Context: an optimization exercise on an open-source flow, tuned for small area, a short achievable clock period and few clock cycles. The choices shown serve that exercise and are no tape-out recipe.
The RTL was checked by simulation tests, not by an equivalence proof against the original design.
Power is estimated from default activity; no workload was simulated.

## css_descramble
module css_descramble (
    input  wire        clk,
    input  wire        rst,          
    input  wire        in_valid,
    output wire        in_ready,
    input  wire [31:0] in_data,
    input  wire [39:0] in_key,       
    input  wire [7:0]  in_cmi,
    output wire        out_valid,
    input  wire        out_ready,
    output wire [31:0] out_data
);
Size in the first run: roughly 130 flip-flops, roughly 120 I/O pins, ~0.0086 mm² of cells after synthesis.
export LEC_CHECK = 0
export CAP_MARGIN = 20
export CORE_MARGIN = 2
export CORE_UTILIZATION = 70
export CTS_BUF_LIST = sky130_fd_sc_hd__clkbuf_4
export GPL_ROUTABILITY_DRIVEN = 0
export GPL_TIMING_DRIVEN = 0
export PLACE_DENSITY = 0.85
export SETUP_SLACK_MARGIN = 3.4
export SLEW_MARGIN = 20
create_clock -name core_clock -period 6.0 [get_ports {clk}]
standard.sh (not shown) runs the stock make flow with config.mk's settings and CLKGATE_MAP_FILE= SYNTH_SCRIPT=/design/flow/synth_recipe.tcl, a recipe that flattens the netlist after the stock synthesis.
==> flow/flow/run.sh <==
#!/bin/bash
# Layout flow: the standard ORFS flow (standard.sh), with extra ORFS settings passed
# to make:
#  - the port buffers that buffer_ports puts on every input and output are
#    sky130_fd_sc_hd__buf_1 instead of the cell it picks by default (clkdlybuf4s50_1);
#  - if flow/abc.script exists, Yosys's ABC technology mapping uses it in place of ORFS's
#    abc_speed.script: ORFS's scripts folder is copied here (scripts_local/) with only that
#    file replaced. Synthesis is otherwise ORFS's and the standard flow's own (synth_recipe.tcl);
#    ABC maps only combinational logic, so the registers are the standard synthesis's;
#  - any further make settings listed one per line in flow/extra.txt.
# make's full output goes to flow_make.log here; each ORFS step keeps its own log under
# orfs/logs/.
set -euo pipefail
EXTRA=(
  "BUFFER_PORTS_ARGS=-buffer_cell sky130_fd_sc_hd__buf_1"
)
if [[ -f flow/abc.script ]]; then
  rm -rf scripts_local
  cp -r "$FLOW_HOME/scripts" scripts_local
  cp flow/abc.script scripts_local/abc_speed.script
  EXTRA+=("SCRIPTS_DIR=$PWD/scripts_local")
fi
if [[ -f flow/extra.txt ]]; then
  while IFS= read -r line; do
    [[ -n "$line" ]] && EXTRA+=("$line")
  done < flow/extra.txt
fi
bash standard.sh "${EXTRA[@]}" finish > flow_make.log 2>&1
Testbench counts at the start, summed over its fixed seeds: cycles 32,776.
Change:
Settings changed: GPL_ROUTABILITY_DRIVEN 0 to unset, GPL_TIMING_DRIVEN 0 to unset, SETUP_SLACK_MARGIN 3.4 to 3.3.
Utilization shrinks by 1.8 points.
Final cell count came out lower slightly.
Worst setup slack improves by 0.0045 ns.
Via count came out lower by a few percent.
Global-route usage came out lower by 2.1 points.
Register-to-register slack is worse by 0.07 ns.
Flip-flop and latch count does not change.
Fmax barely changes.
Power falls by a few percent.
Wire length falls by roughly a tenth.
Change:
==> flow/flow/abc.script (new file) <==
&get -n
&st
&dch
&nf
&st
&syn2
&if -g -K 6
&synch2
&nf
&put
Settings changed: CTS_BUF_LIST sky130_fd_sc_hd__clkbuf_4 to sky130_fd_sc_hd__clkbuf_4 sky130_fd_sc_hd__clkbuf_8, SETUP_SLACK_MARGIN 3.3 to 3.4.
Result: The changed run finished with timing, DRC and antenna clean. Count of clock-buffer cells in the layout climbs by 6. Critical path depth climbs by 1. Worst setup slack gets worse by 0.0052 ns. Design area is lower by 0.86%. Global-route usage came out lower by 0.48 points. Die area goes down by 4.9%.

========
v20:
css_descramble, a different RTL version from the one above (not shown whole).
Size: ~850 cells after synthesis, roughly 130 flip-flops, about 8200 um^2 of cells after synthesis.
// css_descramble
module css_descramble (
    input  wire        clk,
    input  wire        rst,          
    input  wire        in_valid,
    output wire        in_ready,
    input  wire [31:0] in_data,
    input  wire [39:0] in_key,       
    input  wire [7:0]  in_cmi,
    output wire        out_valid,
    input  wire        out_ready,
    output wire [31:0] out_data
);
export LEC_CHECK = 0
export CAP_MARGIN = 20
export CORE_MARGIN = 2
export CORE_UTILIZATION = 40
export PLACE_DENSITY = 0.6
export SETUP_SLACK_MARGIN = 3.4
export SLEW_MARGIN = 20
create_clock -name core_clock -period 6.0 [get_ports {clk}]
==> flow/flow/abc.script <==
strash
dch -f
map -a
topo
Scripts as last shown in full above: flow/flow/run.sh
Testbench counts of v20, summed over its fixed seeds: cycles 32,776.
Edits applied to the flow inputs when going from v20 to v5:
# v20
export LEC_CHECK = 0
export CAP_MARGIN = 20
export CORE_MARGIN = 2
export CORE_UTILIZATION = 40
export PLACE_DENSITY = 0.6
export SETUP_SLACK_MARGIN = 3.4
export SLEW_MARGIN = 20
create_clock -name core_clock -period 6.0 [get_ports {clk}]
# v5
export LEC_CHECK = 0
export CAP_MARGIN = 20
export CORE_MARGIN = 2
export CORE_UTILIZATION = 55
export CTS_BUF_LIST = sky130_fd_sc_hd__clkbuf_8
export PLACE_DENSITY = 0.7
export SETUP_SLACK_MARGIN = 3.4
export SLEW_MARGIN = 20
create_clock -name core_clock -period 6.0 [get_ports {clk}]
removed: flow/flow/abc.script
==> notes.md <==
Largest driver fanout on the critical path: v5 < v20
Delta (v5 minus v20): post-cts gate resize count shows a reduction of 20; global-route usage went up 6.8 points; clock-buffer cell count went down by 7; standby leakage power fell by 0.85%.
The core of v5 is more densely filled than that of v20.
v5 leaves more setup margin than v20.
v5 vs v20, final period demand of the worst path went down by 0.038 ns.
v5 vs v20: area after synthesis up by a few percent
Proportion of cell area occupied by multi-input gates: v5 > v20
Fraction of area in registers (v5 over v20): increase, 0.71 points
Edits applied to the flow inputs when going from v5 to v37:
# v5
export LEC_CHECK = 0
export CAP_MARGIN = 20
export CORE_MARGIN = 2
export CORE_UTILIZATION = 55
export CTS_BUF_LIST = sky130_fd_sc_hd__clkbuf_8
export PLACE_DENSITY = 0.7
export SETUP_SLACK_MARGIN = 3.4
export SLEW_MARGIN = 20
create_clock -name core_clock -period 6.0 [get_ports {clk}]
# v37
export LEC_CHECK = 0
export CAP_MARGIN = 0
export CORE_MARGIN = 2
export CORE_UTILIZATION = 40
export PLACE_DENSITY = 0.6
export SETUP_SLACK_MARGIN = 3.4
export SLEW_MARGIN = 0
create_clock -name core_clock -period 6.0 [get_ports {clk}]
==> comparison <==
- v5 closes out successfully: all stages finished, all timing, DRC and antenna checks passed.
- v37: PASS, flow complete, no timing, DRC or antenna violations
- Final critical-path share of the clock period delta (v37 -> v5): insignificant
- The combinational power in v37 sits about 2% above the value recorded for v5.
- Higher combinational power share among v37 and v5: v5
- Cell count (v37 / v5): 1.06
- Design area ended up 2.6% higher on v37 than on v5.
- Taking v5 as the reference, in v37 clock buffer instance count of the final layout moved down; via count moved down; clock share of power moved up.
Setup changes, v37 to v3
# v37
export LEC_CHECK = 0
export CAP_MARGIN = 0
export CORE_MARGIN = 2
export CORE_UTILIZATION = 40
export PLACE_DENSITY = 0.6
export SETUP_SLACK_MARGIN = 3.4
export SLEW_MARGIN = 0
create_clock -name core_clock -period 6.0 [get_ports {clk}]
# v3
export LEC_CHECK = 0
export CAP_MARGIN = 20
export CORE_MARGIN = 2
export CORE_UTILIZATION = 70
export CTS_BUF_LIST = sky130_fd_sc_hd__clkbuf_4
export PLACE_DENSITY = 0.85
export SETUP_SLACK_MARGIN = 3.4
export SLEW_MARGIN = 20
create_clock -name core_clock -period 6.0 [get_ports {clk}]
[summary]
In v3, height of the die is lower than in v37. Number of cells on the worst reg-to-reg path, v3 and v37, lower one = v3. v3 completed every stage of the flow, and the final layout passed the timing, DRC and antenna checks. Compared to v37, the router laid down less metal wire for v3. There was hardly any difference in post-layout net count between v37 and v3.

==> re-timing with driven ports <==
Ports are ideal in the flow. The routed layouts listed here were re-timed in OpenROAD. Step 1: set_driving_cell puts a clkbuf_16 on clk and a buf_2 on each other input, an assumption about the parent block. Step 2 also shifts input and output timing later by t, the mid clock arrival at the registers, as if the neighbouring blocks saw the same clock. Three values: ideal, step 1, step 2; two values: the first two.
run | t (ns) | setup slack, ns | hold slack, ns | clock arrival spread, ns | worst slew at a driven data input, ns
the first run of note 1 | 0.609 | 3.295 / 3.261 / 2.912 | 0.484 / 0.484 / 0.484 | 0.019 / 0.020 | 0.05
the second run of note 1 | 0.609 | 3.300 / 3.313 / 2.703 | 0.506 / 0.506 / 0.506 | 0.026 / 0.025 | 0.03
the third run of note 1 | 0.504 | 3.295 / 3.295 / 2.932 | 0.475 / 0.475 / 0.475 | 0.013 / 0.013 | 0.06
v20 | 0.466 | 3.359 / 3.349 / 3.037 | 0.459 / 0.459 / 0.459 | 0.008 / 0.008 | 0.07
v5 | 0.493 | 3.397 / 3.366 / 3.020 | 0.485 / 0.485 / 0.485 | 0.014 / 0.015 | 0.04
v37 | 0.465 | 3.391 / 3.350 / 3.058 | 0.472 / 0.472 / 0.472 | 0.009 / 0.009 | 0.05
v3 | 0.591 | 3.396 / 3.362 / 2.989 | 0.490 / 0.490 / 0.490 | 0.019 / 0.019 | 0.04
After both steps every run listed still meets setup and hold. For the second run of note 1, which loses most, drivers alone change the setup slack by +0.013 ns; drivers and shift together by -0.597 ns.
